Context: an optimization exercise on an open-source flow, tuned for small area, a short achievable clock period and few clock cycles. The choices shown serve that exercise and are no tape-out recipe. Function was not checked in any run shown here: the RTL went through the layout flow alone. No activity file was given, so power comes from the tool's default toggle rates.

<file path="flow/run.sh">
#!/bin/bash
# synth_recipe.tcl (not shown) runs the flow's synth.tcl, then flattens the netlist and writes it again
# the make line also repeats each setting of config.mk as NAME=value (left out here)
make -C /OpenROAD-flow-scripts/flow DESIGN_CONFIG=/design/flow/config.mk WORK_HOME=/design/flow/orfs CLKGATE_MAP_FILE= SYNTH_SCRIPT=/design/flow/synth_recipe.tcl finish
</file>
<file path="flow/config.mk">
export PLATFORM = sky130hd
export DESIGN_NAME = frame_codec
export DESIGN_NICKNAME = frame_codec
export VERILOG_FILES = /design/flow/design.v
export SDC_FILE = /design/flow/constraint.sdc
export NUM_CORES = 4
export LEC_CHECK = 0
export ABC_CLOCK_PERIOD_IN_PS = 2000
export CAP_MARGIN = 20
export CORE_MARGIN = 2
export CORE_UTILIZATION = 40
export SETUP_SLACK_MARGIN = 1.6
export SLEW_MARGIN = 20
</file>
<file path="flow/constraint.sdc">
create_clock -name core_clock -period 4.0 [get_ports {clk}]
set_input_delay 0.8000 -clock core_clock [delete_from_list [all_inputs] [get_ports {clk}]]
set_output_delay 0.8000 -clock core_clock [all_outputs]
set_load 0.01 [all_outputs]
</file>
<file path="flow/design.v">
module crc16_serial (
    input  wire [15:0] crc,
    input  wire [7:0]  din,
    output wire [15:0] nxt
);
    wire [7:0] x0 = crc[15:8] ^ din;
    wire [7:0] x  = x0 ^ {4'h0, x0[7:4]};
    assign nxt = {crc[7:0], 8'h00} ^ {x[3:0], 12'h000} ^ {3'b000, x, 5'b00000} ^ {8'h00, x};
endmodule
module frame_encoder (
    input  wire       clk,
    input  wire       rst,
    input  wire       in_valid,
    input  wire [7:0] in_data,
    output wire       in_ready,
    output reg        tx_valid,
    output reg  [7:0] tx_data,
    output reg        tx_last,
    input  wire       tx_ready
);
    localparam [7:0] START = 8'h7E;
    localparam [7:0] ESC   = 8'h7D;
    localparam [2:0] E_START = 3'd0,
                     E_OP    = 3'd1,
                     E_LEN   = 3'd2,
                     E_PAY   = 3'd3,
                     E_CRCL  = 3'd4,
                     E_CRCH  = 3'd5;
    reg  [2:0]  state;
    reg  [7:0]  remain;      
    reg         pend;        
    reg         pb;          
    reg         plast;       
    reg  [15:0] crc;
    wire [15:0] crc_nxt;
    crc16_serial u_crc (.crc(crc), .din(in_data), .nxt(crc_nxt));
    wire body_state = (state == E_OP) || (state == E_LEN) || (state == E_PAY);
    wire slot       = !tx_valid || tx_ready;
    assign in_ready = body_state && slot && !pend;
    wire   take     = in_valid && in_ready;
    wire res_in = (in_data[7:2]  == 6'b011111) && (in_data[1]  ^ in_data[0]);
    wire res_lo = (crc[7:2]      == 6'b011111) && (crc[1]      ^ crc[0]);
    wire res_hi = (crc[15:10]    == 6'b011111) && (crc[9]      ^ crc[8]);
    always @(posedge clk) begin
        if (state == E_START)
            crc <= 16'h0000;
        else if (take)
            crc <= crc_nxt;
    end
    always @(posedge clk) begin
        if (take) begin
            if (state == E_LEN) remain <= in_data;
            else                remain <= remain - 8'd1;
        end
    end
    always @(posedge clk) begin
        if (slot) begin
            if (pend)
                tx_data <= {6'b011111, !pb, pb};
            else case (state)
                E_START: tx_data <= START;
                E_CRCL:  tx_data <= res_lo ? ESC : crc[7:0];
                E_CRCH:  tx_data <= res_hi ? ESC : crc[15:8];
                default: tx_data <= res_in ? ESC : in_data;
            endcase
        end
    end
    always @(posedge clk) begin
        if (rst) begin
            state    <= E_START;
            pend     <= 1'b0;
            tx_valid <= 1'b0;
            tx_last  <= 1'b0;
        end else if (slot) begin
            tx_valid <= 1'b0;
            tx_last  <= 1'b0;
            if (pend) begin
                tx_valid <= 1'b1;
                tx_last  <= plast;
                pend     <= 1'b0;
            end else begin
                case (state)
                E_START: if (in_valid) begin
                    tx_valid <= 1'b1;
                    state    <= E_OP;
                end
                E_OP, E_LEN, E_PAY: if (in_valid) begin
                    tx_valid <= 1'b1;
                    pend     <= res_in;
                    if (state == E_OP)
                        state <= E_LEN;
                    else if (state == E_LEN)
                        state <= (in_data == 8'd0) ? E_CRCL : E_PAY;
                    else if (remain == 8'd1)
                        state <= E_CRCL;
                end
                E_CRCL: begin
                    tx_valid <= 1'b1;
                    pend     <= res_lo;
                    state    <= E_CRCH;
                end
                E_CRCH: begin
                    tx_valid <= 1'b1;
                    tx_last  <= !res_hi;
                    pend     <= res_hi;
                    state    <= E_START;
                end
                default: state <= E_START;
                endcase
            end
        end
    end
    always @(posedge clk) begin
        if (slot && !pend) begin
            pb    <= (state == E_CRCL) ? crc[0] : (state == E_CRCH) ? crc[8] : in_data[0];
            plast <= (state == E_CRCH);
        end
    end
endmodule
module frame_decoder (
    input  wire       clk,
    input  wire       rst,
    input  wire       rx_valid,
    input  wire [7:0] rx_data,
    input  wire       rx_last,
    output wire       rx_ready,
    output reg        body_valid,
    output reg  [7:0] body_data,
    input  wire       body_ready,
    output reg        res_valid,
    output reg  [2:0] res_cause,
    input  wire       res_ready
);
    localparam [7:0] START = 8'h7E;
    localparam [7:0] ESC   = 8'h7D;
    localparam [2:0] C_OK     = 3'd0,
                     C_MARKER = 3'd1,
                     C_TRUNC  = 3'd2,
                     C_LENGTH = 3'd3,
                     C_CRC    = 3'd4;
    localparam [3:0] D_START = 4'd0,
                     D_OP    = 4'd1,
                     D_LEN   = 4'd2,
                     D_PAY   = 4'd3,
                     D_CRCL  = 4'd4,
                     D_CRCH  = 4'd5,
                     D_DONE  = 4'd6,
                     D_EMARK = 4'd7,
                     D_ECRC  = 4'd8,
                     D_ELEN  = 4'd9;
    reg  [3:0]  dph;
    reg         escf;
    reg  [7:0]  remain;      
    reg         lo_ok;       
    reg  [15:0] crc;
    wire [15:0] crc_nxt;
    crc16_serial u_crc (.crc(crc), .din(rx_data), .nxt(crc_nxt));
    assign rx_ready = (!body_valid || body_ready) && (!res_valid || res_ready);
    wire   take     = rx_valid && rx_ready;
    wire in_frame   = (dph == D_OP) || (dph == D_LEN) || (dph == D_PAY) ||
                      (dph == D_CRCL) || (dph == D_CRCH);
    wire body_ph    = (dph == D_OP) || (dph == D_LEN) || (dph == D_PAY);
    wire is_esc     = (rx_data == ESC);
    wire is_content = in_frame && (escf || !is_esc);
    wire is_body    = body_ph && (escf || !is_esc);
    wire hi_ok      = (crc[15:8] == rx_data);
    reg [3:0] dph_nxt;
    always @(*) begin
        dph_nxt = dph;
        case (dph)
        D_START: dph_nxt = (rx_data == START) ? D_OP : D_EMARK;
        D_OP:    if (is_content) dph_nxt = D_LEN;
        D_LEN:   if (is_content) dph_nxt = (rx_data == 8'd0) ? D_CRCL : D_PAY;
        D_PAY:   if (is_content && remain == 8'd1) dph_nxt = D_CRCL;
        D_CRCL:  if (is_content) dph_nxt = D_CRCH;
        D_CRCH:  if (is_content) dph_nxt = (lo_ok && hi_ok) ? D_DONE : D_ECRC;
        D_DONE:  dph_nxt = D_ELEN;
        default: ;
        endcase
    end
    reg [2:0] cause_nxt;
    always @(*) begin
        case (dph_nxt)
        D_DONE:  cause_nxt = C_OK;
        D_EMARK: cause_nxt = C_MARKER;
        D_ELEN:  cause_nxt = C_LENGTH;
        D_ECRC:  cause_nxt = C_CRC;
        default: cause_nxt = C_TRUNC;
        endcase
    end
    always @(posedge clk) begin
        if (dph == D_START)
            crc <= 16'h0000;
        else if (take && is_body)
            crc <= crc_nxt;
    end
    always @(posedge clk) begin
        if (take && is_content) begin
            if (dph == D_LEN) remain <= rx_data;
            else              remain <= remain - 8'd1;
            lo_ok <= (crc[7:0] == rx_data);
        end
    end
    always @(posedge clk) begin
        if (!body_valid || body_ready) body_data <= rx_data;
        if (take && rx_last) res_cause <= cause_nxt;
    end
    always @(posedge clk) begin
        if (rst) begin
            dph        <= D_START;
            escf       <= 1'b0;
            body_valid <= 1'b0;
            res_valid  <= 1'b0;
        end else begin
            if (body_ready) body_valid <= 1'b0;
            if (res_ready)  res_valid  <= 1'b0;
            if (take) begin
                escf <= in_frame && !escf && is_esc;
                if (is_body) body_valid <= 1'b1;
                if (rx_last) begin
                    res_valid <= 1'b1;
                    dph       <= D_START;
                end else begin
                    dph       <= dph_nxt;
                end
            end
        end
    end
endmodule
module frame_codec (
    input  wire       clk,
    input  wire       rst,
    input  wire       enc_valid,
    input  wire [7:0] enc_data,
    output wire       enc_ready,
    output wire       tx_valid,
    output wire [7:0] tx_data,
    output wire       tx_last,
    input  wire       tx_ready,
    input  wire       rx_valid,
    input  wire [7:0] rx_data,
    input  wire       rx_last,
    output wire       rx_ready,
    output wire       body_valid,
    output wire [7:0] body_data,
    input  wire       body_ready,
    output wire       res_valid,
    output wire [2:0] res_cause,
    input  wire       res_ready
);
    frame_encoder u_enc (
        .clk(clk), .rst(rst),
        .in_valid(enc_valid), .in_data(enc_data), .in_ready(enc_ready),
        .tx_valid(tx_valid), .tx_data(tx_data), .tx_last(tx_last),
        .tx_ready(tx_ready)
    );
    frame_decoder u_dec (
        .clk(clk), .rst(rst),
        .rx_valid(rx_valid), .rx_data(rx_data), .rx_last(rx_last),
        .rx_ready(rx_ready),
        .body_valid(body_valid), .body_data(body_data), .body_ready(body_ready),
        .res_valid(res_valid), .res_cause(res_cause), .res_ready(res_ready)
    );
endmodule
</file>
==> results of run 1 <==
-- worst register-to-register path, cell delays in order (launching register included) --
cell,delay [ns]
dfxtp_4,0.43
nor3_1,0.09
a211o_1,0.33
nand2b_2,0.24
o31a_1,0.29
o32a_4,0.34
nor4_4,0.30
nor2_1,0.07
-- Yosys cell counts (all sizes together), types with 2 or more instances --
library cell	number	area, um2
nor2	80	302.8
xnor2	58	515.5
dfxtp	45	900.9
nand2	43	161.4
edfxtp	38	1141
o21ai	26	130.1
a21oi	24	123.9
nor3	23	131.4
inv	20	75.07
clkbuf	16	60.06
a211oi	13	97.59
mux2i	10	100.1
xor2	10	87.58
nand4	8	56.30
nor4	7	65.06
buf	6	31.28
nand3	6	30.03
o22ai	6	37.54
ha	5	62.56
o221ai	5	43.79
nand2b	4	27.53
or3	4	30.03
a31oi	3	18.77
nor2b	3	18.77
a21boi	2	18.77
a22oi	2	15.01
nand4bb	2	22.52
nor4b	2	32.53
o21a	2	15.01
o31ai	2	15.01
or4b	2	20.02
-- per-stage QoR --
step           cells  setup WS [ns]
2_1_floorplan    494          1.618
3_3_place_gp     668         0.6437
3_5_place_dp     668         0.5920
4_1_cts          694          1.568
5_1_grt          698          1.565
6_report         698          1.664
-- repair_timing --
item                                    in CTS  in global routing
pin swaps                                    9                  9
endpoints found under the setup margin      55                 46
hold buffers                                 0                  0
setup buffers                               10                  4
gates resized for setup                     72                 32
-- report_power, final --
| group | internal (uW) | switching [uW] |
|---|---|---|
| Sequential | 992 | 96.9 |
| Combinational | 307 | 340 |
| Clock | 545 | 332 |
-- placed cells by master, fill, tap and decap left out, drive strengths merged, types with 13 or more instances in the layout --
cell,n
a21oi,24
dfxtp,45
o21ai,26
nor2,80
xnor2,58
buf,26
clkbuf,16
nor3,23
inv,19
nand2,43
edfxtp,38
clkdlybuf4s50,30
a211oi,13
-- state kept, by name (all words and copies together), names as in the netlist --
register          count
u_dec.lo_ok           1
u_dec.dph             4
u_dec.body_data       8
u_dec.remain          8
u_dec.crc            16
u_dec.res_valid       1
u_enc.pb              1
u_enc.pend            1
u_enc.state           3
u_enc.crc            16
u_dec.escf            1
u_dec.body_valid      1
u_dec.res_cause       3
u_enc.tx_last         1
u_enc.remain          8
u_enc.tx_valid        1
u_enc.tx_data         8
u_enc.plast           1
-- metal layers --
metal	share of wire (%)	global-route usage [%]	vias up
met5	0	0	-
met4	0.74	7.833	0
met3	4.4	2.952	6
met2	46	26.58	96
met1	49	26.70	1748
li1	-	-	1863
-- cell families (layout without fill, tap and decap cells) --
family | count (synthesis) | count (layout) | share of synthesized area [%]
adder cells (fa/ha/maj) | 5 | 5 | 1.371
AND/OR/NAND/NOR | 188 | 188 | 20.34
flip-flops | 83 | 83 | 44.74
multiplexers | 10 | 10 | 2.193
AO/OA/AOI/OAI | 97 | 97 | 13.98
buffers and inverters | 42 | 103 | 3.646
XOR/XNOR | 69 | 69 | 13.73
-- worst paths after layout --
path	end	cells past startpoint	slack, ns
max	u_dec.res_cause[1]$_DFFE_PP_	8	1.66
min	u_enc.tx_last$_SDFFE_PP0N_	2	0.50
max reg2reg	u_dec.res_cause[1]$_DFFE_PP_	7	1.67
min reg2reg	u_enc.tx_last$_SDFFE_PP0N_	2	0.50
-- cell type report --
type / instances / area [um2]
fill: 997 / 5500
clock buffer: 11 / 232.7
sequential: 83 / 2056
tap: 143 / 178.9
timing repair buffer: 67 / 571.8
clock inverter: 5 / 77.57
multi-input combinational: 369 / 2576
inverter: 20 / 78.83
==> qor.csv, run 1 <==
metric,value,unit
status,no timing/DRC/antenna violations,
clk_pin_slew,0.06,ns
ctsRootBufferMaster,clkbuf_16,
clock_latency,0.34,ns
antenna_found_initial,0,
required,4.08,ns
ctsHtreeMaxLevel,3,
max-cap-violations,0,
yosysWarnings,2,
clockBufferDepth,2,
viasPerCell,5.319,
cellLeakagePower,0.001950,uW
crit_type,in -> reg,
finalHoldViolations,0,
tightest_slew,0.8090,ns
io_pins,49,
drc,0,
crit-reg2reg-launch,u_dec.dph[2]$_SDFFE_PP0P_,
max_freq,0.4281,GHz
area_growth,26.45,%
synth_edf_count,38,
worst-path-buf-inv,1,
maxSlewViolCount,0,
vias,3713,
synthFlopType,dfxtp_1,
total_power,2613,uW
synth_async_sr_flop_share,0,%
final_layout_size_suffix_gt1_share,16.04,%
cts_buffers,9,
ys_ff_latch,83,
cp_top_family,simple AND/OR/NAND/NOR gates,
syn-mean-instance-area,9.240,um2
crit_fanout,7,
firstDrtPassIters,4,
start_util,40.49,%
diodes,0,
max_slew_margin,45.87,%
power.density,452.7,nW/um2
holdCritPathClass,reg -> reg,
finalSetupViolCount,0,
dieArea,12280,um2
rsz0062_at_grt,true,
yosys.cell_types.count,62,
post-route-min-period,2.336,ns
syn_nets,523,
grt_max_degree,26,
fin_hold_ws,0.5014,ns
ant_nets,0,
startpoint,rx_data[7],
cts_tree,done,
max-vdd-ir-drop,0.1906,mV
chipWidth,110.8,um
critPathArrivalTime,2.42,ns
netlist_area,4564,um2
utilization,51.20,%
setup_tns,0,ns
placed_area,5248,um2
crit_chain,clkbuf_4 > nand4bb_4 > or3_4 > nand2b_2 > a21oi_1 > o32a_4 > nor4_4 > nor2_1,
cp-start-kind,input pin,
dr.first_iter.drc_count,250,
syn_inst,494,
seq_area_frac_synth,44.74,%
grt_pass1_vias,3563,
rows,39,
cts_sinks,83,
fin_crit_sh,58.40,%
grtUsageTotal,18.23,%
dieHeight,110.8,um
final_area,5772,um2
gr-total-overflow,0,
nets,579,
hpwl,7749,um
wl_per_cell,15.56,um
cp_slowest_stage_delay,0.38,ns
worst_hold_startpoint,u_enc.tx_last$_SDFFE_PP0N_,
fp.coreArea,11270,um2
worst_path_max_delay_cell,or3_4,
port_buffers,48,
cp-end-kind,register,
clock_skew,0.005963,ns
place_congestion,0.8618,
wl,10860,um
grt_pass1_wl,18220,um
==> run 2: changes to the inputs <==
--- a/flow/config.mk
+++ b/flow/config.mk
@@ -5,6 +5,7 @@
 export SDC_FILE = /design/flow/constraint.sdc
 export NUM_CORES = 4
 export LEC_CHECK = 0
+export ABC_AREA = 1
 export ABC_CLOCK_PERIOD_IN_PS = 2000
 export CAP_MARGIN = 20
 export CORE_MARGIN = 2
==> run 2 against run 1 <==
Combinational power about the same. Fmax decreased by 0.30%. Largest cell class unchanged. Register-to-register slack improved by 0.17 ns. Final area fell by 2.1%. Hold slack worse by 0.029 ns. Sequential power is essentially flat. Critical endpoint is now rx_ready. First-iteration DRC count up 13%. Highest routed layer unchanged. Worst setup slack worse by 0.0070 ns. Global-route usage increased by 0.78 points. Synthesized cell count grew 20%. Critical path depth is 4 lower.
==> qor.csv, run 2 <==
metric,value,unit,change
status,no timing/DRC/antenna violations,,
start_util,40.72,%,+0.22 points
chipWidth,111.6,um,+0.69%
ctsRootBufferMaster,clkbuf_16,,
io_pins,49,,unchanged
final_common_cell,nand2_1,,
ctsHtreeMaxLevel,3,,unchanged
final_layout_size_suffix_gt1_share,10.59,%,-5.4 points
max-vdd-ir-drop,0.2623,mV,+38%
maxSlewViolCount,0,,unchanged
grt_pass1_wl,19030,um,+4.5%
synthTopCellsByCount,"115 x nand2_1, 84 x inv_1, 55 x o21ai_0, 54 x nor2_1, 47 x a21oi_1",,
whs_endpoint,u_dec.crc[9]$_SDFFE_PP0P_,,
ys_ff_latch,83,,unchanged
clock_skew,0.008133,ns,+0.002171 ns
regToRegSetupSlack,1.84,ns,+0.17 ns
synthFlopType,dfxtp_1,,
nets,685,,+18%
synth_async_sr_flop_share,0,%,unchanged
gr-total-overflow,0,,unchanged
finalSetupViolCount,0,,unchanged
multi_input_area,2255,um2,-12%
crit_fanout,2,,-5
wl,11170,um,+2.9%
synth_area_leader_cell,edfxtp_1,,
grt_max_degree,24,,-7.7%
seq_power_share,42.2,%,+0.5 points
area_growth,22.03,%,
final_area,5649,um2,-2.1%
ant_nets,0,,unchanged
synth_edf_count,38,,unchanged
cp-start-kind,input pin,,
firstDrtPassIters,5,,+1
p_clk_share,32.5,%,-1.0 points
swShare,30.90,%,+1.5 points
cts_tree,done,,
rows,39,,unchanged
placed_area,5258,um2,+0.19%
r2r-end,u_enc.tx_data[1]$_DFFE_PN_,,
intPower,1757,uW,-4.7%
seq_area_frac_synth,44.11,%,-0.63 points
crit-reg2reg-launch,u_enc.state[1]$_SDFFE_PP0P_,,
cts_buffers,9,,unchanged
grt_pass1_vias,3943,,+11%
viasPerCell,5.097,,-4.2%
fin_hold_ws,0.4727,ns,-0.02864 ns
cellLeakagePower,0.002251,uW,+15%
nFillCells,1089,,+9.2%
clock_latency,0.34,ns,about the same
max_freq,0.4268,GHz,-0.30%
synthTopCellsByArea,"edfxtp_1 25%, dfxtp_1 19%, nand2_1 9.3%",,
vias,4098,,+10%
yosys.cell_types.count,39,,-37%
whs_path_depth,2,,unchanged
holdCritPathClass,reg -> reg,,
dieArea,12450,um2,+1.4%
reg_top3,"u_dec.crc (16), u_enc.crc (16)",,
fin_crit_sh,58.58,%,+0.18 points
power.density,450.1,nW/um2,-0.58%
port_buffers,48,,unchanged
finalHoldViolations,0,,unchanged
max_slew_margin,52.04,%,+6.2 points
clk_pin_slew,0.06,ns,about the same
fp.coreArea,11370,um2,+0.87%
clockBufferDepth,2,,unchanged
synth_top_area_share,24.65,%,-0.35 points
crit_type,in -> out,,
dieHeight,111.6,um,+0.69%
syn_inst,592,,+20%
rsz0062_at_grt,false,,
netlist_area,4629,um2,+1.4%
cts_sinks,83,,unchanged
diodes,0,,unchanged
ff2ff_path_depth,7,,unchanged
wl_per_cell,13.89,um,-11%
max-cap-violations,0,,unchanged
regArea,2042,um2,-0.67%
setup_tns,0,ns,unchanged
yosysWarnings,2,,unchanged
cp-end-kind,output pin,,
place_congestion,0.8650,,+0.37%
dr.first_iter.drc_count,283,,+13%
required,3.20,ns,-0.88 ns
antenna_found_initial,0,,unchanged
worst_hold_startpoint,u_dec.crc[9]$_SDFFE_PP0P_,,
hpwl,8276,um,+6.8%
grtUsageTotal,19.01,%,+0.78 points
p_comb_share,25.4,%,+0.6 points
syn-mean-instance-area,7.820,um2,-15%
critPathArrivalTime,1.54,ns,-0.88 ns
syn_nets,621,,+19%
post-route-min-period,2.343,ns,+0.007020 ns
final_cell_mix,"114 x nand2_1, 79 x inv_1, 50 x o21ai_0",,
p_switching,785.8,uW,+2.2%
total_power,2543,uW,-2.7%
tightest_slew,0.7167,ns,-0.09230 ns
synthMostInstantiatedCell,nand2_1,,
drc,0,,unchanged
run 2: kinds of logic (layout without fill, tap and decap cells):
logic type | Yosys count | count (layout) | synth area share [%]
AOI/OAI and AO/OA | 123 | 123 | 14.51
xor gates and xnor gates | 56 | 56 | 10.59
adders and majority gates | 5 | 5 | 1.351
buffers and inverters | 96 | 165 | 7.973
DFF | 83 | 83 | 44.11
and+or+nand+nor | 229 | 229 | 21.46
run 2: final cells by class:
class / count / share of cell area [%]
Timing Repair Buffer: 60 / 9.369
Inverter: 86 / 5.781
Multi-Input combinational cell: 413 / 39.91
Sequential cell: 83 / 36.15
Clock buffer: 11 / 4.297
Timing Repair inverter: 3 / 0.3987
Tap cell: 143 / 3.167
Clock inverter: 5 / 0.9302
run 2: worst max path at each step:
stage | from | endpoint | slack [ns] | cells after the start
after floorplan | body_ready | u_dec.crc[6]$_SDFFE_PP0P_ | 1.76 | 12
after global placement | body_ready | rx_ready | 0.79 | 6
after detailed placement | body_ready | u_dec.crc[10]$_SDFFE_PP0P_ | 0.75 | 13
after CTS | body_ready | rx_ready | 1.41 | 6
after global routing | rx_data[6] | u_dec.res_cause[1]$_DFFE_PP_ | 1.60 | 15
final | res_ready | rx_ready | 1.66 | 4
run 2: worst max-delay path, cell delays in order:
cell	delay, ns
clkdlybuf4s50_1	0.44
o21ai_2	0.14
inv_2	0.06
buf_6	0.11
run 2: metal layers:
layer / global-route usage, % / share of wire [%] / vias up
met3: 4.736 / 5.1 / 29
met2: 29.15 / 44 / 99
li1: - / - / 2080
met1: 25.42 / 47 / 1890
met4: 8.724 / 3.0 / 0
met5: 0 / 0 / -
run 2: what timing repair did:
action,in CTS,in global routing
setup endpoints to repair,35,19
gates cloned,3,1
resized for setup,24,35
setup buffers,2,7
pin swaps,1,4
hold buffers,0,0
run 2: power groups by stage:
stage | Combinational [uW] | Sequential (uW) | Clock, uW
finish | 645 | 1070 | 825
global route | 729 | 1080 | 891
CTS | 631 | 1070 | 856
detailed placement | 625 | 1090 | 0
global placement | 620 | 1090 | 0
floorplan | 412 | 1080 | 0
run 2: through the flow:
step / instances / setup WS [ns] / util, %
6_report: 804 / 1.657 / 49.69
2_1_floorplan: 592 / 1.757 / -
3_5_place_dp: 775 / 0.7471 / 46.24
5_1_grt: 804 / 1.603 / 49.69
4_1_cts: 796 / 1.412 / 49.19
3_3_place_gp: 775 / 0.7912 / 46.24
==> run 3: changes to the inputs <==
--- a/flow/config.mk
+++ b/flow/config.mk
@@ -10,5 +10,6 @@
 export CAP_MARGIN = 20
 export CORE_MARGIN = 2
 export CORE_UTILIZATION = 40
+export CTS_BUF_LIST = sky130_fd_sc_hd__clkbuf_8
 export SETUP_SLACK_MARGIN = 1.6
 export SLEW_MARGIN = 20
==> run 3 against run 2 <==
Critical path depth stayed put. Die area stayed put. First-iteration DRC count is 7.4% lower. Synthesized cell count stayed put. Largest cell class unchanged. Worst setup slack better by 0.0031 ns. Fmax is 0.13% higher. Routed wire length is 0.98% higher. Register-to-register slack hardly changed.
==> qor.csv, run 3 <==
metric,value,unit,change
cts_sinks,83,,unchanged
required,3.20,ns,about the same
seq_area_frac_synth,44.11,%,unchanged
synthFlopType,dfxtp_1,,
rows,39,,unchanged
wl,11280,um,+0.98%
clock_latency,0.37,ns,+0.03 ns
regArea,2042,um2,unchanged
synthMostInstantiatedCell,nand2_1,,
post-route-min-period,2.340,ns,-0.003100 ns
synth_top_area_share,24.65,%,unchanged
max-cap-violations,0,,unchanged
nFillCells,1094,,+0.46%
multi_input_area,2261,um2,+0.28%
synth_async_sr_flop_share,0,%,unchanged
final_layout_size_suffix_gt1_share,10.59,%,unchanged
max-vdd-ir-drop,0.2565,mV,-2.2%
ant_nets,0,,unchanged
holdCritPathClass,reg -> reg,,
syn_inst,592,,unchanged
finalHoldViolations,0,,unchanged
nets,685,,unchanged
reg_top3,"u_dec.crc (16), u_enc.crc (16)",,
yosys.cell_types.count,39,,unchanged
setup_tns,0,ns,unchanged
gr-total-overflow,0,,unchanged
finalSetupViolCount,0,,unchanged
crit_chain,clkdlybuf4s50_1 > o21ai_2 > inv_2 > buf_6,,
grt_pass1_vias,3938,,-0.13%
antenna_found_initial,0,,unchanged
dieHeight,111.6,um,unchanged
power.density,418.3,nW/um2,-7.1%
rsz0062_at_grt,false,,
ctsRootBufferMaster,clkbuf_8,,
synthTopCellsByArea,"edfxtp_1 25%, dfxtp_1 19%, nand2_1 9.3%",,
fin_crit_sh,58.50,%,-0.077 points
wl_per_cell,14.03,um,+0.98%
vias,4073,,-0.61%
chipWidth,111.6,um,unchanged
firstDrtPassIters,4,,-1
place_congestion,0.8650,,unchanged
grt_max_degree,24,,unchanged
clock_skew,0.01261,ns,+0.004473 ns
cts_tree,done,,
grt_pass1_wl,19100,um,+0.36%
netlist_area,4629,um2,unchanged
cts_buffers,9,,unchanged
syn-mean-instance-area,7.820,um2,unchanged
max_freq,0.4274,GHz,+0.13%
ctsHtreeMaxLevel,3,,unchanged
crit_type,in -> out,,
syn_nets,621,,unchanged
crit_fanout,2,,unchanged
max_slew_margin,52.18,%,+0.14 points
critPathArrivalTime,1.54,ns,about the same
viasPerCell,5.066,,-0.61%
synthTopCellsByCount,"115 x nand2_1, 84 x inv_1, 55 x o21ai_0, 54 x nor2_1, 47 x a21oi_1",,
fp.coreArea,11370,um2,unchanged
final_common_cell,nand2_1,,
synth_area_leader_cell,edfxtp_1,,
synth_edf_count,38,,unchanged
tightest_slew,0.7147,ns,-0.002037 ns
clk_pin_slew,0.09,ns,+0.03 ns
worst_path_max_delay_cell,clkdlybuf4s50_1,,
dr.first_iter.drc_count,262,,-7.4%
port_buffers,48,,unchanged
cellLeakagePower,0.002211,uW,-1.8%
diodes,0,,unchanged
clockBufferDepth,2,,unchanged
maxSlewViolCount,0,,unchanged
final_cell_mix,"114 x nand2_1, 80 x inv_1, 52 x o21ai_0",,
yosysWarnings,2,,unchanged
cp_slowest_stage_delay,0.43,ns,about the same
status,no timing/DRC/antenna violations,,
area_growth,19.97,%,
grtUsageTotal,19.01,%,unchanged
cp-start-kind,input pin,,
drc,0,,unchanged
ys_ff_latch,83,,unchanged
start_util,40.72,%,unchanged
io_pins,49,,unchanged
dieArea,12450,um2,unchanged
cp-end-kind,output pin,,
hpwl,8276,um,unchanged
fin_hold_ws,0.4777,ns,+0.004929 ns
## run 3: changes by cell type in the layout (fill, tap and decap cells not counted), sizes merged
| cell | change |
|---|---|
| clkbuf | -1 |
| inv | +1 |
## run 3: timing repair
item                       CTS  global route
resized for setup           24            34
setup endpoints to repair   33            29
gates cloned                 3             1
pin swaps                    2             4
buffers inserted             2             7
hold buffers                 0             0
## run 3: per-layer routing
| layer | up-vias | share of wire [%] | GRT usage (%) |
|---|---|---|---|
| met5 | - | 0 | 0 |
| met4 | 0 | 3.0 | 9.218 |
| met3 | 25 | 5.1 | 3.756 |
| met2 | 100 | 45 | 29.67 |
| met1 | 1874 | 47 | 25.39 |
| li1 | 2074 | - | - |
## run 3: cell type report
type | count | share of cell area, %
Timing Repair Buffer | 60 | 9.529
Clock inverter | 6 | 1.014
Timing Repair inverter | 3 | 0.4055
Multi-Input combinational cell | 413 | 40.71
Clock buffer | 10 | 2.478
Tap cell | 143 | 3.221
Inverter | 86 | 5.880
Sequential cell | 83 | 36.77
## run 3: worst max-delay path: cells and delay by family
kind | cells | cell delay (ns)
AO/OA/AOI/OAI | 1 | 0.14
buffers and inverters | 3 | 0.59
## run 3: logic make-up (layout without fill, tap and decap cells)
kind of cell / count (synthesis) / count (layout) / synth area share, %
AOI/OAI and AO/OA: 123 / 123 / 14.51
xor gates and xnor gates: 56 / 56 / 10.59
adders and majority gates: 5 / 5 / 1.351
buffers and inverters: 96 / 165 / 7.973
DFF: 83 / 83 / 44.11
and+or+nand+nor: 229 / 229 / 21.46
## run 3: stage by stage
step | setup slack, ns | instance area (um2) | power (uW) | instances | utilization [%]
floorplan | 1.757 | 4629 | 1495 | 592 | -
global placement | 0.7912 | 5258 | 1705 | 775 | 46.24
detailed placement | 0.7471 | 5258 | 1714 | 775 | 46.24
CTS | 1.478 | 5489 | 2331 | 796 | 48.28
global route | 1.611 | 5554 | 2476 | 804 | 48.85
finish | 1.660 | 5554 | 2323 | 804 | 48.85
## run 3: where the power goes
part / internal, uW / leakage [uW] / total (uW) / switching (uW)
clock: 300 / 0.000105 / 606 / 306
combinational: 260 / 0.00137 / 647 / 388
sequential: 999 / 0.000738 / 1070 / 71.0
## run 3: path summary, 6_finish.rpt
path / from / to / slack [ns] / depth (start not counted)
hold reg to reg: u_dec.crc[9]$_SDFFE_PP0P_ / u_dec.crc[9]$_SDFFE_PP0P_ / 0.48 / 2
setup / recovery: res_ready / rx_ready / 1.66 / 4
hold / removal: u_dec.crc[9]$_SDFFE_PP0P_ / u_dec.crc[9]$_SDFFE_PP0P_ / 0.48 / 2
setup reg to reg: u_enc.state[1]$_SDFFE_PP0P_ / u_enc.tx_data[1]$_DFFE_PN_ / 1.85 / 7
==> run 4: changes to the inputs <==
--- a/flow/config.mk
+++ b/flow/config.mk
@@ -9,7 +9,7 @@
 export ABC_CLOCK_PERIOD_IN_PS = 2000
 export CAP_MARGIN = 20
 export CORE_MARGIN = 2
-export CORE_UTILIZATION = 40
+export CORE_UTILIZATION = 65
 export CTS_BUF_LIST = sky130_fd_sc_hd__clkbuf_8
 export SETUP_SLACK_MARGIN = 1.6
 export SLEW_MARGIN = 20
==> run 4 against run 3 <==
Final cell count down 6.1%. Final area shrank 0.36%. Clock-buffer cell count is 1 lower. Still clean on timing, DRC and antenna. Largest power group unchanged. First-iteration DRC count up 77%. Routed wire length grew 2.9%.
==> qor.csv, run 4 <==
metric,value,unit,change
status,no timing/DRC/antenna violations,,
synthFlopType,dfxtp_1,,
ctsHtreeMaxLevel,3,,unchanged
viasPerCell,5.644,,+11%
ff2ff_path_depth,12,,+5
synthTopCellsByCount,"115 x nand2_1, 84 x inv_1, 55 x o21ai_0, 54 x nor2_1, 47 x a21oi_1",,
dr.first_iter.drc_count,463,,+77%
reg_top3,"u_dec.crc (16), u_enc.crc (16)",,
syn_inst,592,,unchanged
diodes,0,,unchanged
grtUsageTotal,30.97,%,+12 points
ant_nets,0,,unchanged
synth_edf_count,38,,unchanged
syn_nets,621,,unchanged
holdCritPathClass,reg -> reg,,
fin_crit_sh,58.98,%,+0.48 points
final_layout_size_suffix_gt1_share,9.256,%,-1.3 points
crit-reg2reg-launch,u_dec.remain[2]$_DFFE_PP_,,
synth_top_area_share,24.65,%,unchanged
setup_tns,0,ns,unchanged
nFillCells,494,,-55%
cellLeakagePower,0.002216,uW,+0.23%
yosysWarnings,2,,unchanged
max-cap-violations,0,,unchanged
yosys.cell_types.count,39,,unchanged
crit_type,in -> out,,
rows,30,,-23%
grt_max_degree,24,,unchanged
cts_sinks,83,,unchanged
r2r-end,u_dec.res_cause[1]$_DFFE_PP_,,
max-vdd-ir-drop,0.2848,mV,+11%
gr-total-overflow,0,,unchanged
instances_no_fill,755,,-6.1%
max_freq,0.4239,GHz,-0.81%
grt_pass1_wl,18640,um,-2.4%
dieHeight,88.40,um,-21%
seq_area_frac_synth,44.11,%,unchanged
port_buffers,48,,unchanged
regArea,2042,um2,unchanged
chipWidth,88.40,um,-21%
synthMostInstantiatedCell,nand2_1,,
ys_ff_latch,83,,unchanged
finalSetupViolCount,0,,unchanged
antenna_found_initial,0,,unchanged
ctsRootBufferMaster,clkbuf_8,,
startpoint,res_ready,,
tightest_slew,0.6184,ns,-0.09632 ns
final_area,5534,um2,-0.36%
critPathArrivalTime,1.56,ns,+0.02 ns
cts_hold_buf,0,,unchanged
regToRegSetupSlack,1.83,ns,-0.02 ns
hpwl,8273,um,about the same
synth_area_leader_cell,edfxtp_1,,
cts_tree,done,,
wl,11610,um,+2.9%
grt_pass1_vias,3990,,+1.3%
place_congestion,0.9312,,+7.7%
power.density,442.5,nW/um2,+5.8%
finalHoldViolations,0,,unchanged
placed_area,5206,um2,-0.98%
multi_input_area,2252,um2,-0.39%
clk_pin_slew,0.08,ns,about the same
synth_async_sr_flop_share,0,%,unchanged
cp-end-kind,output pin,,
fp.coreArea,6832,um2,-40%
area_growth,19.54,%,
max_slew_margin,58.65,%,+6.5 points
dp.cells,729,,-5.9%
required,3.20,ns,about the same
clock_skew,0.006182,ns,-0.006424 ns
critical_path.endpoint,rx_ready,,
synthTopCellsByArea,"edfxtp_1 25%, dfxtp_1 19%, nand2_1 9.3%",,
start_util,67.77,%,+27 points
vias,4261,,+4.6%
clock_latency,0.37,ns,about the same
rsz0062_at_grt,true,,
post-route-min-period,2.359,ns,+0.01909 ns
cts_buffers,9,,unchanged
maxSlewViolCount,0,,unchanged
wl_per_cell,15.38,um,+9.6%
syn-mean-instance-area,7.820,um2,unchanged
io_pins,49,,unchanged
nets,683,,-0.29%
netlist_area,4629,um2,unchanged
final_common_cell,nand2_1,,
crit_fanout,2,,unchanged
final_cell_mix,"114 x nand2_1, 81 x inv_1, 54 x o21ai_0",,
clockBufferDepth,2,,unchanged
cp-start-kind,input pin,,
firstDrtPassIters,5,,+1
dieArea,7814,um2,-37%
whs_path_depth,2,,unchanged
drc,0,,unchanged
## run 4: cell count changes in the layout (fill, tap and decap cells not counted), sizes merged
cell | previous run | this run
clkdlybuf4s15 | 0 | 2
buf | 14 | 13
clkbuf | 18 | 12
bufinv | 1 | 3
dlygate4sd2 | 1 | 4
clkinv | 4 | 2
## run 4: worst max-delay path: stages
cell and delay (ns):
clkdlybuf4s50_1 0.41, o21ai_0 0.14, inv_1 0.07, buf_2 0.14
## run 4: worst min path at each step
stage / from / endpoint / slack [ns]
6_report: u_dec.escf$_SDFFE_PP0P_ / u_dec.escf$_SDFFE_PP0P_ / 0.48
5_1_grt: u_dec.crc[15]$_SDFFE_PP0P_ / u_dec.crc[15]$_SDFFE_PP0P_ / 0.50
4_1_cts: u_dec.crc[15]$_SDFFE_PP0P_ / u_dec.crc[15]$_SDFFE_PP0P_ / 0.48
3_5_place_dp: u_dec.crc[15]$_SDFFE_PP0P_ / u_dec.crc[15]$_SDFFE_PP0P_ / 0.47
3_3_place_gp: u_dec.crc[11]$_SDFFE_PP0P_ / u_dec.crc[11]$_SDFFE_PP0P_ / 0.46
2_1_floorplan: u_dec.crc[15]$_SDFFE_PP0P_ / u_dec.crc[15]$_SDFFE_PP0P_ / 0.44
## run 4: logic make-up after synthesis
logic type	share of synthesized area (%)
AO/OA/AOI/OAI	14.51
XOR/XNOR	10.59
buffers and inverters	7.973
AND/OR/NAND/NOR	21.46
adder cells (fa/ha/maj)	1.351
flip-flops	44.11
## run 4: layout make-up
cell class | instances | share of cell area [%]
clock buffers | 9 | 2.238
clock inverters | 7 | 2.080
inverters | 86 | 5.901
multi-input cells | 413 | 40.70
flip-flops and latches | 83 | 36.90
well taps | 96 | 2.170
repair buffers | 59 | 9.745
repair inverters | 2 | 0.2713
## run 4: what timing repair did
action	CTS	global route
pin swaps	2	2
cloned	2	0
gates resized for setup	27	15
setup endpoints to repair	32	16
setup buffers	2	6
## run 4: stage by stage
step | util, % | hold WS (ns) | total power [uW] | setup WS [ns]
6_report | 81.01 | 0.4807 | 2449 | 1.641
5_1_grt | 81.01 | 0.4975 | 2570 | 1.506
4_1_cts | 80.29 | 0.4786 | 2437 | 1.562
3_5_place_dp | 76.21 | 0.4653 | 1712 | 0.7398
3_3_place_gp | 76.21 | 0.4557 | 1690 | 0.7767
2_1_floorplan | - | 0.4437 | 1495 | 1.757
## run 4: layer usage
metal / GRT usage [%] / wire length (um)
met1: 42.14 / 4895
met2: 49.97 / 5649
met3: 5.410 / 882
met4: 11.29 / 184
met5: 0 / 0
## run 4: report_power, final
part | internal [uW] | total (uW) | switching (uW)
sequential | 999 | 1070 | 69.6
combinational | 258 | 655 | 397
clock | 413 | 725 | 312
total | 1670 | 2450 | 778
==> run 5: changes to the inputs <==
--- a/flow/config.mk
+++ b/flow/config.mk
@@ -9,7 +9,9 @@
 export ABC_CLOCK_PERIOD_IN_PS = 2000
 export CAP_MARGIN = 20
 export CORE_MARGIN = 2
-export CORE_UTILIZATION = 65
+export CORE_UTILIZATION = 40
 export CTS_BUF_LIST = sky130_fd_sc_hd__clkbuf_8
+export CTS_CLUSTER_DIAMETER = 100
+export CTS_CLUSTER_SIZE = 40
 export SETUP_SLACK_MARGIN = 1.6
 export SLEW_MARGIN = 20
==> run 5 against run 4 <==
Still clean. Via count down 4.4%. Utilization decreased by 32 points. Die area grew 59%. Fmax rose by 0.82%. Sequential power about the same. Sequential share of layout area fell by 0.13 points. Non-clock buffer count increased by 1. Critical path type unchanged.
==> qor.csv, run 5 <==
metric,value,unit,change
fp.coreArea,11370,um2,+66%
start_util,40.72,%,-27 points
netlist_area,4629,um2,unchanged
regArea,2042,um2,unchanged
clock_latency,0.37,ns,about the same
max-vdd-ir-drop,0.2565,mV,-9.9%
viasPerCell,5.066,,-10%
cp-start-kind,input pin,,
crit_type,in -> out,,
power.density,418.3,nW/um2,-5.5%
clk_pin_slew,0.09,ns,about the same
fin_ws,1.660,ns,+0.01909 ns
cts_buffers,9,,unchanged
ff2ff_path_depth,7,,-5
place_congestion,0.8650,,-7.1%
syn-mean-instance-area,7.820,um2,unchanged
wl,11280,um,-2.9%
final_common_cell,nand2_1,,
cts_sinks,83,,unchanged
rows,39,,+30%
max-cap-violations,0,,unchanged
gr-total-overflow,0,,unchanged
wl_per_cell,14.03,um,-8.8%
clock_skew,0.01261,ns,+0.006424 ns
worst_hold_startpoint,u_dec.crc[9]$_SDFFE_PP0P_,,
ctsRootBufferMaster,clkbuf_8,,
drc,0,,unchanged
final_area,5554,um2,+0.36%
diodes,0,,unchanged
grt_pass1_wl,19100,um,+2.4%
synth_edf_count,38,,unchanged
grt_max_degree,24,,unchanged
whs_endpoint,u_dec.crc[9]$_SDFFE_PP0P_,,
r2r-end,u_enc.tx_data[1]$_DFFE_PN_,,
synth_async_sr_flop_share,0,%,unchanged
fin_crit_sh,58.50,%,-0.48 points
nets,685,,+0.29%
seq_area_frac_synth,44.11,%,unchanged
finalSetupViolCount,0,,unchanged
final_layout_size_suffix_gt1_share,10.59,%,+1.3 points
whs_path_depth,2,,unchanged
chipWidth,111.6,um,+26%
grt_pass1_vias,3938,,-1.3%
synthTopCellsByCount,"115 x nand2_1, 84 x inv_1, 55 x o21ai_0, 54 x nor2_1, 47 x a21oi_1",,
cp-end-kind,output pin,,
cellLeakagePower,0.002211,uW,-0.23%
clockBufferDepth,2,,unchanged
dieArea,12450,um2,+59%
rsz0062_at_grt,false,,
regToRegSetupSlack,1.85,ns,+0.02 ns
synthFlopType,dfxtp_1,,
max_freq,0.4274,GHz,+0.82%
antenna_found_initial,0,,unchanged
tightest_slew,0.7147,ns,+0.09632 ns
holdCritPathClass,reg -> reg,,
grtUsageTotal,19.01,%,-12 points
hpwl,8276,um,about the same
setup_tns,0,ns,unchanged
critPathArrivalTime,1.54,ns,-0.02 ns
synth_area_leader_cell,edfxtp_1,,
placed_area,5258,um2,+0.99%
final_cell_mix,"114 x nand2_1, 80 x inv_1, 52 x o21ai_0",,
max_slew_margin,52.18,%,-6.5 points
synth_top_area_share,24.65,%,unchanged
maxSlewViolCount,0,,unchanged
multi_input_area,2261,um2,+0.39%
vias,4073,,-4.4%
post-route-min-period,2.340,ns,-0.01909 ns
dr.first_iter.drc_count,262,,-43%
cts_tree,done,,
syn_inst,592,,unchanged
status,no timing/DRC/antenna violations,,
synthMostInstantiatedCell,nand2_1,,
area_growth,19.97,%,
port_buffers,48,,unchanged
reg_top3,"u_dec.crc (16), u_enc.crc (16)",,
ctsHtreeMaxLevel,3,,unchanged
nFillCells,1094,,+120%
finalHoldViolations,0,,unchanged
yosysWarnings,2,,unchanged
io_pins,49,,unchanged
syn_nets,621,,unchanged
total_power,2323,uW,-5.1%
dieHeight,111.6,um,+26%
required,3.20,ns,about the same
yosys.cell_types.count,39,,unchanged
post-place-ws,0.7471,ns,+0.007223 ns
ys_ff_latch,83,,unchanged
firstDrtPassIters,4,,-1
crit-reg2reg-launch,u_enc.state[1]$_SDFFE_PP0P_,,
cts_hold_buf,0,,unchanged
synthTopCellsByArea,"edfxtp_1 25%, dfxtp_1 19%, nand2_1 9.3%",,
crit_fanout,2,,unchanged
ant_nets,0,,unchanged
run 5: cell counts after synthesis:
No cell type changed its count.
run 5: final cells by class:
type,count,area share [%]
flip-flops and latches,83,36.77
clock inverters,6,1.014
clock buffers,10,2.478
inverters,86,5.880
multi-input cells,413,40.71
repair buffers,60,9.529
repair inverters,3,0.4055
well taps,143,3.221
run 5: logic make-up (layout without fill, tap and decap cells):
kind of cell / count (synthesis) / in the layout / synth area share [%]
xor gates and xnor gates: 56 / 56 / 10.59
buffers and inverters: 96 / 165 / 7.973
AOI/OAI and AO/OA: 123 / 123 / 14.51
DFF: 83 / 83 / 44.11
and+or+nand+nor: 229 / 229 / 21.46
adders and majority gates: 5 / 5 / 1.351
run 5: worst max path at each step:
stage / from / to / slack [ns] / depth (start not counted)
after global placement: body_ready / rx_ready / 0.79 / 6
after floorplan: body_ready / u_dec.crc[6]$_SDFFE_PP0P_ / 1.76 / 12
after global routing: u_enc.state[1]$_SDFFE_PP0P_ / enc_ready / 1.61 / 5
after detailed placement: body_ready / u_dec.crc[10]$_SDFFE_PP0P_ / 0.75 / 13
after CTS: body_ready / rx_ready / 1.48 / 6
final: res_ready / rx_ready / 1.66 / 4
run 5: worst max-delay path, cell delays in order:
cell and delay, ns:
clkdlybuf4s50_1 0.43, o21ai_2 0.14, inv_2 0.05, buf_6 0.11
run 5: what timing repair did:
item | 4_1_cts | 5_1_grt
setup endpoints to repair | 33 | 29
buffers inserted | 2 | 7
gates cloned | 3 | 1
resized for setup | 24 | 34
pin swaps | 2 | 4
hold endpoints to repair | 0 | 0
run 5: layer usage:
metal	vias up	track usage (%)	part of all wire (%)	wire, um
li1	2074	-	-	-
met2	100	29.67	45	5087
met1	1874	25.39	47	5281
met5	-	0	0	0
met4	0	9.218	3.0	336
met3	25	3.756	5.1	573
run 5: stage by stage:
step | instances | hold WS (ns) | utilization (%)
after floorplan | 592 | 0.4437 | -
after global placement | 775 | 0.4569 | 46.24
after detailed placement | 775 | 0.4636 | 46.24
after CTS | 796 | 0.4773 | 48.28
after global routing | 804 | 0.5045 | 48.85
final | 804 | 0.4777 | 48.85
run 5: power breakdown:
group | switching, uW | internal (uW) | total (uW)
clock | 306 | 300 | 606
sequential | 71.0 | 999 | 1070
combinational | 388 | 260 | 647
==> run 6: changes to the inputs <==
==> flow/config.mk (replaced) <==
export PLATFORM = sky130hd
export DESIGN_NAME = frame_codec
export DESIGN_NICKNAME = frame_codec
export VERILOG_FILES = /design/flow/design.v
export SDC_FILE = /design/flow/constraint.sdc
export NUM_CORES = 4
export LEC_CHECK = 0
export CAP_MARGIN = 20
export CORE_MARGIN = 2
export CORE_UTILIZATION = 40
export SLEW_MARGIN = 20
==> run 6 against run 5 <==
Critical path depth increased by 4. Synthesized cell count decreased by 17%. Via count decreased by 9.9%. Worst setup slack got worse by 1.2 ns. Non-clock buffer count unchanged. Global-route usage decreased by 1.6 points. Clock power increased by 26%. Area after synthesis decreased by 1.4%. Fmax decreased by 34%. Critical path type unchanged.
==> qor.csv, run 6 <==
metric,value,unit,change
status,no timing/DRC/antenna violations,,
cp-start-kind,input pin,,
p_comb_share,25.6,%,-2.3 points
rsz0062_at_grt,false,,
yosysWarnings,2,,unchanged
required,3.20,ns,about the same
synth_top_area_share,25.00,%,+0.35 points
yosys.cell_types.count,62,,+59%
area_growth,20.50,%,
max_slew_margin,45.36,%,-6.8 points
cp_top_family,buffers and inverters,,
synth_async_sr_flop_share,0,%,unchanged
holdCritPathClass,reg -> reg,,
grt_pass1_vias,3425,,-13%
max_freq,0.2834,GHz,-34%
grtUsageTotal,17.44,%,-1.6 points
final_common_cell,nor2_1,,
diodes,0,,unchanged
crit_type,in -> out,,
synthTopCellsByArea,"edfxtp_1 25%, dfxtp_1 20%, xnor2_1 11%",,
fin_crit_sh,88.20,%,+30 points
hpwl,7674,um,-7.3%
worst_path_max_delay_cell,clkdlybuf4s50_1,,
io_pins,49,,unchanged
reg_top3,"u_dec.crc (16), u_enc.crc (16)",,
dieHeight,110.8,um,-0.68%
cts_hold_buf,0,,unchanged
netlist_area,4564,um2,-1.4%
clk_pin_slew,0.06,ns,-0.03 ns
post-route-min-period,3.528,ns,+1.188 ns
maxSlewViolCount,0,,unchanged
ys_ff_latch,83,,unchanged
antenna_found_initial,0,,unchanged
final_cell_mix,"79 x nor2_1, 57 x xnor2_1, 48 x clkdlybuf4s50_1",,
seq_area_frac_synth,44.74,%,+0.63 points
grt_pass1_wl,17350,um,-9.2%
viasPerCell,5.308,,+4.8%
nets,572,,-16%
synthMostInstantiatedCell,nor2_1,,
cts_buffers,9,,unchanged
ctsHtreeMaxLevel,3,,unchanged
post_cts_buffers,0,,-2
total_power,2474,uW,+6.5%
synthTopCellsByCount,"79 x nor2_1, 57 x xnor2_1, 45 x dfxtp_1, 43 x nand2_1, 38 x edfxtp_1",,
ctsRootBufferMaster,clkbuf_16,,
final_layout_size_suffix_gt1_share,7.847,%,-2.7 points
max-cap-violations,0,,unchanged
syn-mean-instance-area,9.240,um2,+18%
ant_nets,0,,unchanged
drc,0,,unchanged
cp-end-kind,output pin,,
power.density,449.7,nW/um2,+7.5%
rows,39,,unchanged
swShare,30.34,%,-2.6 points
clock_skew,0.005080,ns,-0.007526 ns
synth_edf_count,38,,unchanged
fp.coreArea,11270,um2,-0.86%
cp_slowest_stage_delay,0.55,ns,+0.12 ns
cts_sinks,83,,unchanged
gr-total-overflow,0,,unchanged
instances_no_fill,691,,-14%
cts_tree,done,,
wl_per_cell,15.19,um,+8.2%
dieArea,12280,um2,-1.4%
max-vdd-ir-drop,0.2100,mV,-18%
seq_power_share,43.5,%,-2.6 points
intPower,1723,uW,+11%
critPathArrivalTime,2.73,ns,+1.19 ns
ctsResizeCount,0,,-100%
dp.cells,675,,-13%
syn_nets,523,,-16%
clock_latency,0.34,ns,-0.03 ns
grt_max_degree,26,,+8.3%
setup_tns,0,ns,unchanged
cellLeakagePower,0.001832,uW,-17%
finalHoldViolations,0,,unchanged
wl,10490,um,-7.0%
dr.first_iter.drc_count,298,,+14%
chipWidth,110.8,um,-0.68%
crit_chain,clkdlybuf4s50_1 > nor2b_1 > inv_1 > nand2_1 > inv_1 > o21ai_0 > nor2_1 > clkdlybuf4s50_1,,
start_util,40.49,%,-0.22 points
synth_area_leader_cell,edfxtp_1,,
p_clk_share,30.9,%,+4.8 points
p_switching,750.5,uW,-1.8%
port_buffers,48,,unchanged
tightest_slew,0.8151,ns,+0.1004 ns
place_congestion,0.8796,,+1.7%
syn_inst,494,,-17%
finalSetupViolCount,0,,unchanged
synthFlopType,dfxtp_1,,
firstDrtPassIters,4,,unchanged
worst-path-buf-inv,4,,+1
vias,3668,,-9.9%
crit_fanout,10,,+8
clockBufferDepth,2,,unchanged
-- run 6: worst paths after layout --
check	startpoint	slack, ns	to	cells after the start
max	tx_ready	0.47	enc_ready	8
min	u_enc.tx_last$_SDFFE_PP0N_	0.51	u_enc.tx_last$_SDFFE_PP0N_	2
max reg2reg	u_dec.dph[2]$_SDFFE_PP0P_	1.48	u_dec.res_cause[0]$_DFFE_PP_	7
min reg2reg	u_enc.tx_last$_SDFFE_PP0N_	0.51	u_enc.tx_last$_SDFFE_PP0N_	2
-- run 6: through the flow --
step / util [%] / worst slack, ns / hold slack (ns) / area (um2)
after global routing: 48.80 / 0.3007 / 0.5574 / 5500
after floorplan: - / 1.396 / 0.4819 / 4564
after CTS: 48.80 / 0.4678 / 0.5103 / 5500
after detailed placement: 46.39 / 0.4802 / 0.4993 / 5229
final: 48.80 / 0.4719 / 0.5116 / 5500
after global placement: 46.39 / 0.5207 / 0.5000 / 5229
-- run 6: area by class of cell --
type / count / area (um2)
Sequential cell: 83 / 2042
Tap cell: 143 / 178.9
Timing Repair Buffer: 60 / 570.5
Clock buffer: 11 / 242.7
Clock inverter: 5 / 28.78
Fill cell: 1028 / 5772
Inverter: 20 / 75.07
Multi-Input combinational cell: 369 / 2362
-- run 6: logic make-up (layout without fill, tap and decap cells) --
group,Yosys count,count (layout),share of synthesized area [%]
muxes,10,10,2.193
buffers and inverters,42,96,3.646
and+or+nand+nor,188,188,20.34
xor gates and xnor gates,69,69,13.73
DFF,83,83,44.74
adders and majority gates,5,5,1.371
AOI/OAI and AO/OA,97,97,13.98
-- run 6: power by group through the flow --
stage / clock (uW) / combinational, uW / sequential (uW)
6_report: 765 / 634 / 1080
5_1_grt: 811 / 703 / 1090
4_1_cts: 773 / 637 / 1070
3_5_place_dp: 0 / 631 / 1090
3_3_place_gp: 0 / 624 / 1090
2_1_floorplan: 0 / 428 / 1080
-- run 6: worst register-to-register path, stage by stage, from the launching register on --
cell and delay [ns]:
dfxtp_1 0.60, nor3_1 0.12, a211o_1 0.33, nand2b_2 0.24
o31a_1 0.29, o32a_4 0.34, and3_1 0.19, o21a_1 0.17
-- run 6: metal layers --
| metal | GRT usage (%) | up-vias | wire (um) |
|---|---|---|---|
| li1 | - | 1849 | - |
| met1 | 25.72 | 1730 | 5269 |
| met2 | 25.60 | 74 | 4655 |
| met3 | 3.007 | 15 | 406 |
| met4 | 6.500 | 0 | 162 |
| met5 | 0 | - | 0 |
==> run 7: changes to the inputs <==
--- a/flow/design.v
+++ b/flow/design.v
@@ -30,7 +30,6 @@
     reg  [7:0]  remain;      
     reg         pend;        
     reg         pb;          
-    reg         plast;       
     reg  [15:0] crc;
     wire [15:0] crc_nxt;
     crc16_serial u_crc (.crc(crc), .din(in_data), .nxt(crc_nxt));
@@ -76,7 +75,7 @@
             tx_last  <= 1'b0;
             if (pend) begin
                 tx_valid <= 1'b1;
-                tx_last  <= plast;
+                tx_last  <= (state == E_START);   
                 pend     <= 1'b0;
             end else begin
                 case (state)
@@ -113,7 +112,6 @@
     always @(posedge clk) begin
         if (slot && !pend) begin
             pb    <= (state == E_CRCL) ? crc[0] : (state == E_CRCH) ? crc[8] : in_data[0];
-            plast <= (state == E_CRCH);
         end
     end
 endmodule
--- a/flow/config.mk
+++ b/flow/config.mk
@@ -5,7 +5,11 @@
 export SDC_FILE = /design/flow/constraint.sdc
 export NUM_CORES = 4
 export LEC_CHECK = 0
+export ABC_AREA = 1
+export ABC_CLOCK_PERIOD_IN_PS = 2000
 export CAP_MARGIN = 20
 export CORE_MARGIN = 2
 export CORE_UTILIZATION = 40
+export CTS_BUF_LIST = sky130_fd_sc_hd__clkbuf_8
+export SETUP_SLACK_MARGIN = 1.6
 export SLEW_MARGIN = 20
==> run 7 against run 6 <==
Sequential share of layout area is 1.0 points lower. Via count is 13% higher. Combinational power is 1% lower. Critical endpoint unchanged. Highest routed layer unchanged.
==> qor.csv, run 7 <==
metric,value,unit,change
status,no timing/DRC/antenna violations,,
max-cap-violations,0,,unchanged
clock_skew,0.01352,ns,+0.008439 ns
crit_type,in -> out,,
viasPerCell,5.068,,-4.5%
synth_async_sr_flop_share,0,%,unchanged
reg_top3,"u_dec.crc (16), u_enc.crc (16)",,
finalSetupViolCount,0,,unchanged
ctsRootBufferMaster,clkbuf_8,,
rsz0062_at_grt,true,,
syn-mean-instance-area,7.750,um2,-16%
synthTopCellsByCount,"126 x nand2_1, 84 x inv_1, 52 x nor2_1, 52 x o21ai_0, 48 x a21oi_1",,
crit_fanout,3,,-7
maxSlewViolCount,0,,unchanged
total_power,2175,uW,-12%
dieHeight,112.1,um,+1.1%
max_freq,0.4273,GHz,+51%
cts_buffers,9,,unchanged
wl,11680,um,+11%
seq_area_frac_synth,43.05,%,-1.7 points
max_slew_margin,48.21,%,+2.8 points
clock_latency,0.37,ns,+0.03 ns
gr-total-overflow,0,,unchanged
chipWidth,112.1,um,+1.1%
area_growth,19.22,%,
post-route-min-period,2.340,ns,-1.188 ns
vias,4156,,+13%
ys_ff_latch,82,,-1.2%
ff2ff_path_depth,13,,+6
syn_inst,603,,+22%
netlist_area,4673,um2,+2.4%
synth_top_area_share,23.78,%,-1.2 points
nets,701,,+23%
cp-start-kind,input pin,,
port_buffers,48,,unchanged
yosys.cell_types.count,43,,-31%
dieArea,12560,um2,+2.3%
holdCritPathClass,reg -> reg,,
crit_chain,dlygate4sd2_1 > nor2_4 > nor2_4 > inv_2 > nor2_4 > buf_6,,
cts_sinks,82,,-1.2%
worst_path_max_delay_cell,dlygate4sd2_1,,
io_pins,49,,unchanged
grtUsageTotal,19.40,%,+2.0 points
final_cell_mix,"124 x nand2_1, 85 x inv_1, 51 x o21ai_0",,
whs_path_depth,2,,unchanged
antenna_found_initial,0,,unchanged
fp.coreArea,11420,um2,+1.3%
setup_tns,0,ns,unchanged
cellLeakagePower,0.002239,uW,+22%
dr.first_iter.drc_count,341,,+14%
regArea,2012,um2,-1.5%
place_congestion,0.8922,,+1.4%
diodes,0,,unchanged
max-vdd-ir-drop,0.2319,mV,+10%
firstDrtPassIters,5,,+1
tightest_slew,0.7740,ns,-0.04107 ns
ant_nets,0,,unchanged
wl_per_cell,14.25,um,-6.2%
clockBufferDepth,2,,unchanged
cp_slowest_stage_delay,0.26,ns,-0.29 ns
cts_hold_buf,0,,unchanged
multi_input_area,2315,um2,-2.0%
fin_hold_ws,0.4770,ns,-0.03459 ns
hpwl,8735,um,+14%
required,3.20,ns,about the same
nFillCells,1156,,+12%
grt_pass1_wl,19720,um,+14%
syn_nets,632,,+21%
drc,0,,unchanged
critPathArrivalTime,1.54,ns,-1.19 ns
power.density,390.4,nW/um2,-13%
finalHoldViolations,0,,unchanged
grt_pass1_vias,4046,,+18%
yosysWarnings,2,,unchanged
start_util,40.93,%,+0.43 points
cts_tree,done,,
cp-end-kind,output pin,,
synthFlopType,dfxtp_1,,
final_layout_size_suffix_gt1_share,10.78,%,+2.9 points
clk_pin_slew,0.07,ns,about the same
synthTopCellsByArea,"edfxtp_1 24%, dfxtp_1 19%, nand2_1 10%",,
fin_crit_sh,58.50,%,-30 points
rows,39,,unchanged
synthMostInstantiatedCell,nand2_1,,
ctsHtreeMaxLevel,3,,unchanged
synth_area_leader_cell,edfxtp_1,,
synth_edf_count,37,,-2.6%
final_common_cell,nand2_1,,
crit_top_cell,nor2_4,,
grt_max_degree,25,,-3.8%
## run 7: changes by cell type after synthesis, sizes merged, moves of 12 or more
cell	change
nor3	-16
xnor2	-40
inv	+67
xor2	+26
o21ai	+28
a21oi	+24
clkbuf	-12
nand3	+22
nor2	-19
nand2	+87
## run 7: where the power goes
| group | internal [uW] | switching, uW | leakage, uW |
|---|---|---|---|
| clock | 212 | 294 | 0.0000968 |
| sequential | 979 | 63.5 | 0.000726 |
| combinational | 249 | 378 | 0.00142 |
| total | 1440 | 736 | 0.00224 |
## run 7: repair_timing
item / in CTS / in global routing
gates resized for setup: 29 / 20
endpoints found under the hold margin: 0 / 0
setup endpoints to repair: 26 / 11
pin swaps: 4 / 1
buffers inserted: 15 / 0
## run 7: layer usage
metal / vias up / wire length (um) / GRT usage [%] / share of wire (%)
met3: 17 / 579 / 3.996 / 5.0
met5: - / 0 / 0 / 0
met4: 0 / 197 / 6.423 / 1.7
li1: 2115 / - / - / -
met1: 1901 / 5388 / 25.91 / 46
met2: 123 / 5516 / 31.65 / 47
## run 7: worst max-delay path, delay by kind of cell
family | cells | cell delay, ns
buffers and inverters | 3 | 0.45
AND/OR/NAND/NOR | 3 | 0.28
## run 7: layout make-up
| cell class | count | share of cell area, % |
|---|---|---|
| timing repair buffer | 68 | 10.49 |
| multi-input combinational | 423 | 41.55 |
| clock buffer | 9 | 2.223 |
| inverter | 88 | 5.929 |
| tap | 143 | 3.211 |
| clock inverter | 7 | 0.4940 |
| sequential | 82 | 36.11 |
## run 7: cells by family (layout without fill, tap and decap cells)
group / after synthesis / in the layout / share of synthesized area [%]
simple gates: 238 / 238 / 22.30
compound gates: 126 / 126 / 14.81
buf+inv: 98 / 172 / 8.059
flops: 82 / 82 / 43.05
xor+xnor: 54 / 54 / 10.44
fa+ha+maj: 5 / 5 / 1.339
## run 7: path summary, 6_finish.rpt
check                           slack [ns]                            to                       from
worst max-delay path                  1.66                     enc_ready                   tx_ready
worst min-delay path                  0.48     u_dec.crc[8]$_SDFFE_PP0P_  u_dec.crc[8]$_SDFFE_PP0P_
worst max register to register        1.81  u_dec.res_cause[1]$_DFFE_PP_  u_dec.remain[1]$_DFFE_PP_
worst min register to register        0.48     u_dec.crc[8]$_SDFFE_PP0P_  u_dec.crc[8]$_SDFFE_PP0P_
## run 7: per-stage QoR
stage	std cells	setup slack [ns]	area, um2	util [%]
finish	820	1.660	5572	48.79
global route	820	1.553	5572	48.79
CTS	820	1.615	5593	48.98
detailed placement	789	0.8323	5324	46.63
global placement	789	0.8296	5324	46.63
floorplan	603	1.738	4673	-
==> run 8: changes to the inputs <==
--- a/flow/design.v
+++ b/flow/design.v
@@ -30,6 +30,7 @@
     reg  [7:0]  remain;      
     reg         pend;        
     reg         pb;          
+    reg         plast;       
     reg  [15:0] crc;
     wire [15:0] crc_nxt;
     crc16_serial u_crc (.crc(crc), .din(in_data), .nxt(crc_nxt));
@@ -75,7 +76,7 @@
             tx_last  <= 1'b0;
             if (pend) begin
                 tx_valid <= 1'b1;
-                tx_last  <= (state == E_START);   
+                tx_last  <= plast;
                 pend     <= 1'b0;
             end else begin
                 case (state)
@@ -112,6 +113,7 @@
     always @(posedge clk) begin
         if (slot && !pend) begin
             pb    <= (state == E_CRCL) ? crc[0] : (state == E_CRCH) ? crc[8] : in_data[0];
+            plast <= (state == E_CRCH);
         end
     end
 endmodule
==> flow/flow/run.sh (new file) <==
#!/bin/bash
# Standard ORFS layout, with the port buffers inserted as small buf_1 cells
# (the resizer still upsizes any that timing needs).
set -euo pipefail
echo 'export BUFFER_PORTS_ARGS = -buffer_cell sky130_fd_sc_hd__buf_1' >> config.mk
bash standard.sh > standard.log 2>&1
==> flow/standard.sh (new file) <==
#!/bin/bash
# synth_recipe.tcl (not shown) runs the flow's synth.tcl, then flattens the netlist and writes it again
# the make line also repeats each setting of config.mk as NAME=value (left out here)
make -C /OpenROAD-flow-scripts/flow DESIGN_CONFIG=/design/flow/config.mk WORK_HOME=/design/flow/orfs CLKGATE_MAP_FILE= SYNTH_SCRIPT=/design/flow/synth_recipe.tcl "${@:-finish}"
--- a/flow/config.mk
+++ b/flow/config.mk
@@ -13,3 +13,4 @@
 export CTS_BUF_LIST = sky130_fd_sc_hd__clkbuf_8
 export SETUP_SLACK_MARGIN = 1.6
 export SLEW_MARGIN = 20
+export BUFFER_PORTS_ARGS = -buffer_cell sky130_fd_sc_hd__buf_1
removed: flow/run.sh
==> run 8 against run 7 <==
Clock-buffer cell count did not move. Final cell count fell by 2.3%. Combinational power fell by 5.6%. Fmax rose by 1.4%. Via count fell by 3.0%. Routed wire length fell by 4.0%.
==> qor.csv, run 8 <==
metric,value,unit,change
max_slew_margin,48.88,%,+0.67 points
grt_max_degree,24,,-4.0%
placed_area,4950,um2,-7.0%
cp-start-kind,input pin,,
grt_pass1_vias,3871,,-4.3%
nFillCells,1141,,-1.3%
rsz0062_at_grt,false,,
setup_tns,0,ns,unchanged
crit_top_cell,buf_1,,
cp_top_family,buffers and inverters,,
dr.first_iter.drc_count,283,,-17%
r2r-end,u_dec.res_cause[1]$_DFFE_PP_,,
synth_async_sr_flop_share,0,%,unchanged
max_freq,0.4334,GHz,+1.4%
gr-total-overflow,0,,unchanged
status,no timing/DRC/antenna violations,,
seq_power_share,46.1,%,-1.8 points
ff2ff_path_depth,10,,-3
cellLeakagePower,0.002079,uW,-7.2%
intPower,1552,uW,+7.8%
crit_type,in -> out,,
synthMostInstantiatedCell,nand2_1,,
post-route-min-period,2.308,ns,-0.03247 ns
final_common_cell,nand2_1,,
firstDrtPassIters,5,,unchanged
synthTopCellsByCount,"115 x nand2_1, 84 x inv_1, 55 x o21ai_0, 54 x nor2_1, 47 x a21oi_1",,
rows,39,,unchanged
p_clk_share,28.3,%,+5.0 points
maxSlewViolCount,0,,unchanged
critPathArrivalTime,1.51,ns,-0.03 ns
power.density,438.0,nW/um2,+12%
wl,11210,um,-4.0%
seq_area_frac_synth,44.11,%,+1.1 points
p_switching,764.4,uW,+3.9%
whs_path_depth,2,,unchanged
final_cell_mix,"115 x nand2_1, 83 x inv_1, 55 x o21ai_0",,
regToRegSetupSlack,1.84,ns,+0.03 ns
ctsRootBufferMaster,clkbuf_8,,
area_growth,14.22,%,
nets,682,,-2.7%
finalSetupViolCount,0,,unchanged
viasPerCell,5.031,,-0.73%
clockBufferDepth,2,,unchanged
grt_pass1_wl,18600,um,-5.7%
synthTopCellsByArea,"edfxtp_1 25%, dfxtp_1 19%, nand2_1 9.3%",,
fp.coreArea,11370,um2,-0.43%
syn-mean-instance-area,7.820,um2,+0.90%
max-vdd-ir-drop,0.2573,mV,+11%
place_congestion,0.8518,,-4.5%
-- run 8: cells by family after synthesis --
family | synth area share [%]
AOI/OAI and AO/OA | 14.51
buffers and inverters | 7.973
and+or+nand+nor | 21.46
xor gates and xnor gates | 10.59
DFF | 44.11
adders and majority gates | 1.351
-- run 8: how the worst max path moves through the flow --
stage	startpoint	to	slack, ns	cells after the start
floorplan	body_ready	u_dec.crc[6]$_SDFFE_PP0P_	1.76	12
global placement	body_ready	u_dec.crc[10]$_SDFFE_PP0P_	1.04	12
detailed placement	body_ready	u_dec.crc[14]$_SDFFE_PP0P_	0.87	12
CTS	body_ready	u_dec.crc[14]$_SDFFE_PP0P_	1.63	12
global route	rx_data[0]	u_dec.res_cause[1]$_DFFE_PP_	1.60	14
finish	body_ready	rx_ready	1.69	6
-- run 8: power groups by stage --
stage | sequential (uW) | combinational (uW) | clock, uW
after global routing | 1080 | 672 | 704
after detailed placement | 1090 | 569 | 0
final | 1070 | 592 | 656
after floorplan | 1080 | 412 | 0
after CTS | 1070 | 577 | 671
after global placement | 1080 | 563 | 0
-- run 8: per-layer routing --
| metal | wire length [um] | track usage [%] | up-vias |
|---|---|---|---|
| li1 | - | - | 2062 |
| met1 | 5263 | 24.40 | 1887 |
| met2 | 5384 | 30.04 | 69 |
| met3 | 409 | 3.756 | 12 |
| met4 | 157 | 7.407 | 0 |
| met5 | 0 | 0 | - |
-- run 8: what timing repair did --
action | 4_1_cts | 5_1_grt
setup buffers | 0 | 9
gates cloned | 1 | 1
pin swaps | 0 | 2
resized for setup | 4 | 7
endpoints found under the hold margin | 0 | 0
endpoints found under the setup margin | 13 | 15
-- run 8: layout make-up --
type / instances / area share, %
multi-input combinational: 413 / 42.19
sequential: 83 / 38.64
inverter: 86 / 6.176
timing repair buffer: 58 / 5.395
tap: 143 / 3.384
clock buffer: 9 / 2.343
clock inverter: 7 / 1.585
timing repair inverter: 2 / 0.2840
-- run 8: per-stage QoR --
stage | setup WS, ns | hold WS, ns | power, uW | std cells
5_1_grt | 1.603 | 0.4998 | 2456 | 801
3_5_place_dp | 0.8650 | 0.4663 | 1657 | 774
3_3_place_gp | 1.040 | 0.4613 | 1648 | 774
4_1_cts | 1.634 | 0.4789 | 2316 | 791
6_report | 1.692 | 0.4766 | 2316 | 801
2_1_floorplan | 1.757 | 0.4437 | 1495 | 592
-- run 8: worst reg2reg max path: stages (launching register included) --
cell and delay (ns):
dfxtp_1 0.37, nor2_1 0.22, nand2_1 0.36, a21oi_1 0.43
nor2_1 0.07, nand2_1 0.07, nor2_1 0.05, nand2_2 0.10
nand3_1 0.09, nor2_1 0.10, nor2_1 0.05
